Context: an optimization exercise on an open-source flow, tuned for small area, a short achievable clock period and few clock cycles per item. The choices shown serve that exercise and are no tape-out recipe.
At most, simulation tests tie the RTL to the original design; equivalence was not proved.
Power and IR drop assume default switching activity.

Design rtp_depkt, start of the top module:
module rtp_depkt (
  input  wire        clk,
  input  wire        rst,
  input  wire        in_valid,
  input  wire [7:0]  in_data,
  input  wire        in_last,
  output wire        in_ready,
  input  wire [11:0] sps_w,
  input  wire [11:0] sps_h,
  output reg         fo_valid,
  output reg  [7:0]  fo_data,
  output reg         fo_last,
  output reg         st_valid,
  output reg  [1:0]  st_hdr,
  output reg  [2:0]  st_kind,
  output reg  [3:0]  st_action,
  output reg         st_marker,
  output wire [15:0] st_seq,
  output reg  [6:0]  st_payload_len,
  output wire        st_seq_exp_valid,
  output wire [15:0] st_seq_expected,
  output reg         st_seq_anomaly,
  output reg         st_res_change,
  output reg         st_au_abandoned,
  output reg  [7:0]  st_attempted_len,
  output wire        st_re_state,
  output wire [11:0] st_width,
  output wire [11:0] st_height,
  output wire [31:0] st_anomaly_count
);
Size: ~4400 cells after synthesis, ~1800 flip-flops, roughly 170 I/O pins.
make LEC_CHECK=0 CAP_MARGIN=20 CORE_MARGIN=2 CORE_UTILIZATION=40 PLACE_DENSITY=0.6 SETUP_SLACK_MARGIN=5 SLEW_MARGIN=20 finish   # period 10.0 ns
run.sh (not shown) runs the stock make flow with config.mk's settings and CLKGATE_MAP_FILE= SYNTH_SCRIPT=/design/flow/synth_recipe.tcl, a recipe that flattens the netlist after the stock synthesis.
Testbench counts at the start, summed over its fixed seeds: cycles 76,713, datagrams 2,400.
Edit:
==> flow/flow/run.sh (new file) <==
#!/bin/bash
set -euo pipefail
bash standard.sh SETUP_SLACK_MARGIN=6.5 finish > standard_flow.log 2>&1
==> flow/standard.sh (new file) <==
#!/bin/bash
# synth_recipe.tcl (not shown) runs the flow's synth.tcl, then flattens the netlist and writes it again
# the make line also repeats each setting of config.mk as NAME=value (left out here)
make -C /OpenROAD-flow-scripts/flow DESIGN_CONFIG=/design/flow/config.mk WORK_HOME=/design/flow/orfs CLKGATE_MAP_FILE= SYNTH_SCRIPT=/design/flow/synth_recipe.tcl "${@:-finish}"
Settings changed: SETUP_SLACK_MARGIN 5 to default.
removed: flow/run.sh
- routed wire length grows by 5.8%
- hold slack degrades by 0.0067 ns
- total power went up by 2.8%
- die area is unchanged
- worst setup slack is better by 0.60 ns
- first-iteration DRC count is higher by 3.3%
- area after synthesis does not change
- clock-buffer cell count shrinks by 8
- clock skew rises by 0.0098 ns
- global-route usage came out higher by 1.2 points
- register-to-register slack is better by 0.91 ns


== job 9442 ==
Another version of the RTL of rtp_depkt (not shown whole).
Size in the first run: roughly 4200 cells after synthesis, about 1800 flip-flops, about 170 I/O pins, ~72000 um^2 of cells after synthesis.
export LEC_CHECK = 0
export CAP_MARGIN = 20
export CORE_MARGIN = 2
export CORE_UTILIZATION = 55
export CTS_BUF_LIST = sky130_fd_sc_hd__clkbuf_4 sky130_fd_sc_hd__clkbuf_8 sky130_fd_sc_hd__clkbuf_16
export PLACE_DENSITY = 0.72
export SLEW_MARGIN = 20
create_clock -name core_clock -period 10.0 [get_ports {clk}]
standard.sh (not shown) runs the stock make flow with config.mk's settings and CLKGATE_MAP_FILE= SYNTH_SCRIPT=/design/flow/synth_recipe.tcl, a recipe that flattens the netlist after the stock synthesis.
==> flow/flow/run.sh <==
#!/bin/bash
set -euo pipefail
bash standard.sh SETUP_SLACK_MARGIN=6.5 finish > standard_flow.log 2>&1
Job 9442 has completed all stages; timing, DRC and antenna checks passed.
Testbench counts of job 9442, summed over its fixed seeds: cycles 76,713, datagrams 2,400.
Input changes introduced in job 1395 (baseline for comparison: job 9442):
--- a/flow/config.mk
+++ b/flow/config.mk
@@ -9,5 +9,6 @@
 export CORE_MARGIN = 2
 export CORE_UTILIZATION = 55
-export CTS_BUF_LIST = sky130_fd_sc_hd__clkbuf_4 sky130_fd_sc_hd__clkbuf_8 sky130_fd_sc_hd__clkbuf_16
+export CTS_CLUSTER_DIAMETER = 80
+export CTS_CLUSTER_SIZE = 30
 export PLACE_DENSITY = 0.72
 export SLEW_MARGIN = 20
Notes after the runs:
Of job 1395 and job 9442, job 1395 shows the higher ratio of routed vias to standard cells, with job 9442 below it. Job 1395: flow completed, timing, DRC and antenna clean. reg2reg as the startpoint-to-endpoint class of the critical path was reported by job 1395, and reg2out by job 9442. Total length of routed wires ended up about 4% lower on job 1395 than on job 9442. Total power divided by cell area (job 9442 / job 1395): 1.14. Sort job 1395 and job 9442 by overall power of the completed layout asc -> top: job 1395. Taking job 9442 as the reference, in job 1395 worst slack on hold paths went down 0.012 ns, violation count after the first detailed-route iteration held, sequential standard cell area held. Between job 1395 and job 9442, it is job 1395 whose cell area is lower, by 3400 um^2. Wire length of the first global-routing pass for job 1395 is lower than for job 9442.
The inputs of job 3794 differ from those of job 1395 as listed below.
--- a/flow/config.mk
+++ b/flow/config.mk
@@ -9,6 +9,4 @@
 export CORE_MARGIN = 2
 export CORE_UTILIZATION = 55
-export CTS_CLUSTER_DIAMETER = 80
-export CTS_CLUSTER_SIZE = 30
 export PLACE_DENSITY = 0.72
 export SLEW_MARGIN = 20
==> results.txt <==
Diff job 1395 -> job 3794: simple-gate area share of the yosys netlist comparable, layout filler cell count now smaller, depth of the critical timing path with buffers and inverters included decreased by 7 relative to the old numbers, setup slack shows a reduction of 0.014 ns, clock buffer instance count of the final layout increased by 130% relative to the old numbers.
The inputs of job 6957 differ from those of job 3794 as listed below.
--- a/flow/config.mk
+++ b/flow/config.mk
@@ -9,4 +9,6 @@
 export CORE_MARGIN = 2
 export CORE_UTILIZATION = 55
+export CTS_CLUSTER_DIAMETER = 60
+export CTS_CLUSTER_SIZE = 20
 export PLACE_DENSITY = 0.72
 export SLEW_MARGIN = 20
### Flow results
Between job 6957 and job 3794, the minimum clock period is higher for job 3794. Between job 6957 and job 3794, the signal arrival time at the worst endpoint figures differ only marginally. On combinational group share of total power: between job 6957 and job 3794, it ends up higher for job 6957.
Changes in job 3165 relative to job 6957:
--- a/flow/config.mk
+++ b/flow/config.mk
@@ -8,7 +8,5 @@
 export CAP_MARGIN = 20
 export CORE_MARGIN = 2
-export CORE_UTILIZATION = 55
-export CTS_CLUSTER_DIAMETER = 60
-export CTS_CLUSTER_SIZE = 20
-export PLACE_DENSITY = 0.72
+export CORE_UTILIZATION = 65
+export PLACE_DENSITY = 0.8
 export SLEW_MARGIN = 20
[summary]
[compare] base=job 6957 new=job 3165: via count +1683, y dimension of the die -about 8%. Job 3165 ended with more clock-buffer cell count than job 6957. Job 6957 has a lower arrival time at the worst endpoint than job 3165. Job 6957 leaves more setup margin than job 3165. Compare job 3165 and job 6957 | count of cells resized by post-cts repair lower: job 6957. When job 3165 is set beside job 6957, its fraction of the cycle the final worst path needs turns out to be 0.40 points larger. On leakage power of the design, the higher figure sits with job 3165, not job 6957.


== v14 ==
Another version of the RTL of rtp_depkt (not shown whole).
Size: roughly 4400 cells after synthesis, ~1800 flip-flops, roughly 0.074 mm^2 of cells after synthesis.
export LEC_CHECK = 0
export CAP_MARGIN = 20
export CORE_MARGIN = 2
export CORE_UTILIZATION = 40
export PLACE_DENSITY = 0.6
export SLEW_MARGIN = 20
create_clock -name core_clock -period 10.0 [get_ports {clk}]
==> flow/flow/run.sh <==
#!/bin/bash
set -euo pipefail
bash standard.sh SETUP_SLACK_MARGIN=7 finish > standard_flow.log 2>&1
No stage failed in v14, and the final checks on the layout all came back clean.
Testbench counts of v14, summed over its fixed seeds: cycles 76,713, datagrams 2,400.
What v29 does differently from v14 at the input level:
Settings: a change of PLACE_DENSITY from 0.6 to 0.72; a change of CORE_UTILIZATION from 40 to 55.
==> flow/flow/run.sh <==
#!/bin/bash
set -euo pipefail
bash standard.sh SETUP_SLACK_MARGIN=6.5 finish > standard_flow.log 2>&1
Notes after the runs:
Fmax delta for v29 relative to v14: 0.96% lower. The final reports for v29 and v14 show final critical-path required period higher in the former. Total power (v29 over v14): decrease, 2.6%.
Setup changes, v29 to v13
Settings: changing PLACE_DENSITY from 0.72 to 0.6; changing CORE_UTILIZATION from 55 to 40.
## What came out
Going from v29 to v13, highest achievable clock rate lower, clock power higher, total clock buffers created by CTS higher. The final reports for v13 and v29 show period utilization higher in the former. Measured against each other, v13 and v29 differ in final cell count, the lower figure coming from v29. Diff v29 -> v13 | routed length on met2 | up by a few percent. v13 consumes more power than v29 does.


== job 101 ==
rtp_depkt, a different RTL version from the one above (not shown whole).
Size: ~1800 flip-flops, ~170 I/O pins, ~76000 um^2 of cells after synthesis.
==> flow/config.mk <==
export PLATFORM = sky130hd
export DESIGN_NAME = rtp_depkt
export DESIGN_NICKNAME = rtp_depkt
export VERILOG_FILES = /design/flow/design.v
export SDC_FILE = /design/flow/constraint.sdc
export NUM_CORES = 4
export LEC_CHECK = 0
export CAP_MARGIN = 20
export CORE_MARGIN = 2
export CORE_UTILIZATION = 40
export PLACE_DENSITY = 0.6
export SETUP_SLACK_MARGIN = 5
export SLEW_MARGIN = 20
==> flow/constraint.sdc <==
create_clock -name core_clock -period 10.0 [get_ports {clk}]
set_input_delay 2.0000 -clock core_clock [delete_from_list [all_inputs] [get_ports {clk}]]
set_output_delay 2.0000 -clock core_clock [all_outputs]
set_load 0.01 [all_outputs]
run.sh (not shown) runs the stock make flow with config.mk's settings and CLKGATE_MAP_FILE= SYNTH_SCRIPT=/design/flow/synth_recipe.tcl, a recipe that flattens the netlist after the stock synthesis.
Stock flow here: none of the scripts above is used.
Here is what was changed in the inputs of job 102 compared with job 101.
Settings: removing SETUP_SLACK_MARGIN (formerly 5).
--- outcome ---
- The multi-input combinational cell count of job 101 and that of job 102 are within noise of each other.
- Fraction of power consumed by sequential logic (higher): job 101
- There was hardly any difference in met2 track demand over resource in global routing between job 102 and job 101.
- ~same total routing usage reported by global routing in job 101 and job 102
- The worst-case setup slack after placement reported for job 102 is smaller than that of job 101 by 0.16 ns.
- [compare] base=job 101 new=job 102: critical path depth dropped 4, count of clock-buffer cells in the layout dropped 4, met3 layer wire length in the routed design climbed 90 um, worst setup slack after layout dropped 1.44 ns.
- Comparing job 101 against job 102, there is no change at all in post-synth net total.
- Going from job 101 to job 102, power density relative to cell area grew slightly.
No functional check of the RTL was part of any run of this note.

[what the ideal ports hide]
How much do the figures lean on ideal ports? The routed layouts below were timed once more, with nothing changed but the port constraints.
Step 1 sets driving cells, clkbuf_16 on the clock port and buf_2 on the other inputs (assumed; they add their load-dependent delay and slew).
Step 2 moves the port delays by t, midway between the first and last clock arrival at a register: inputs arrive t later, outputs are due t later. That takes back most of the time a late clock gives input paths.
a / b / c = no drivers / after step 1 / after step 2; a / b = the first two.
| run | t (ns) | setup slack, ns | worst setup path at the end | cell pins on the clock port's net |
|---|---|---|---|---|
| the first run of note 1 | 0.881 | 5.532 / 5.463 / 5.430 | input to register | 1 |
| the second run of note 1 | 0.905 | 6.132 / 6.051 / 5.707 | input to register | 1 |
| job 9442 | 0.868 | 6.525 / 6.453 / 5.778 | input to register | 1 |
| job 1395 | 0.762 | 6.529 / 6.458 / 5.900 | input to register | 1 |
| job 3794 | 0.873 | 6.515 / 6.439 / 5.764 | input to register | 1 |
| job 6957 | 0.838 | 6.530 / 6.454 / 5.883 | input to register | 1 |
| job 3165 | 0.847 | 6.489 / 6.418 / 5.824 | input to register | 1 |
| v14 | 0.889 | 6.365 / 6.341 / 6.188 | input to register | 1 |
| v29 | 0.893 | 6.330 / 6.330 / 5.960 | input to register | 1 |
| v13 | 0.892 | 6.277 / 6.277 / 5.872 | input to register | 1 |
| job 101 | 0.895 | 5.101 / 5.101 / 4.861 | input to register | 1 |
| job 102 | 0.899 | 3.666 / 3.666 / 3.666 | register to register | 1 |
After both steps every run listed still meets setup and hold. For job 3794, which loses most, drivers alone change the setup slack by -0.076 ns; drivers and shift together by -0.751 ns.
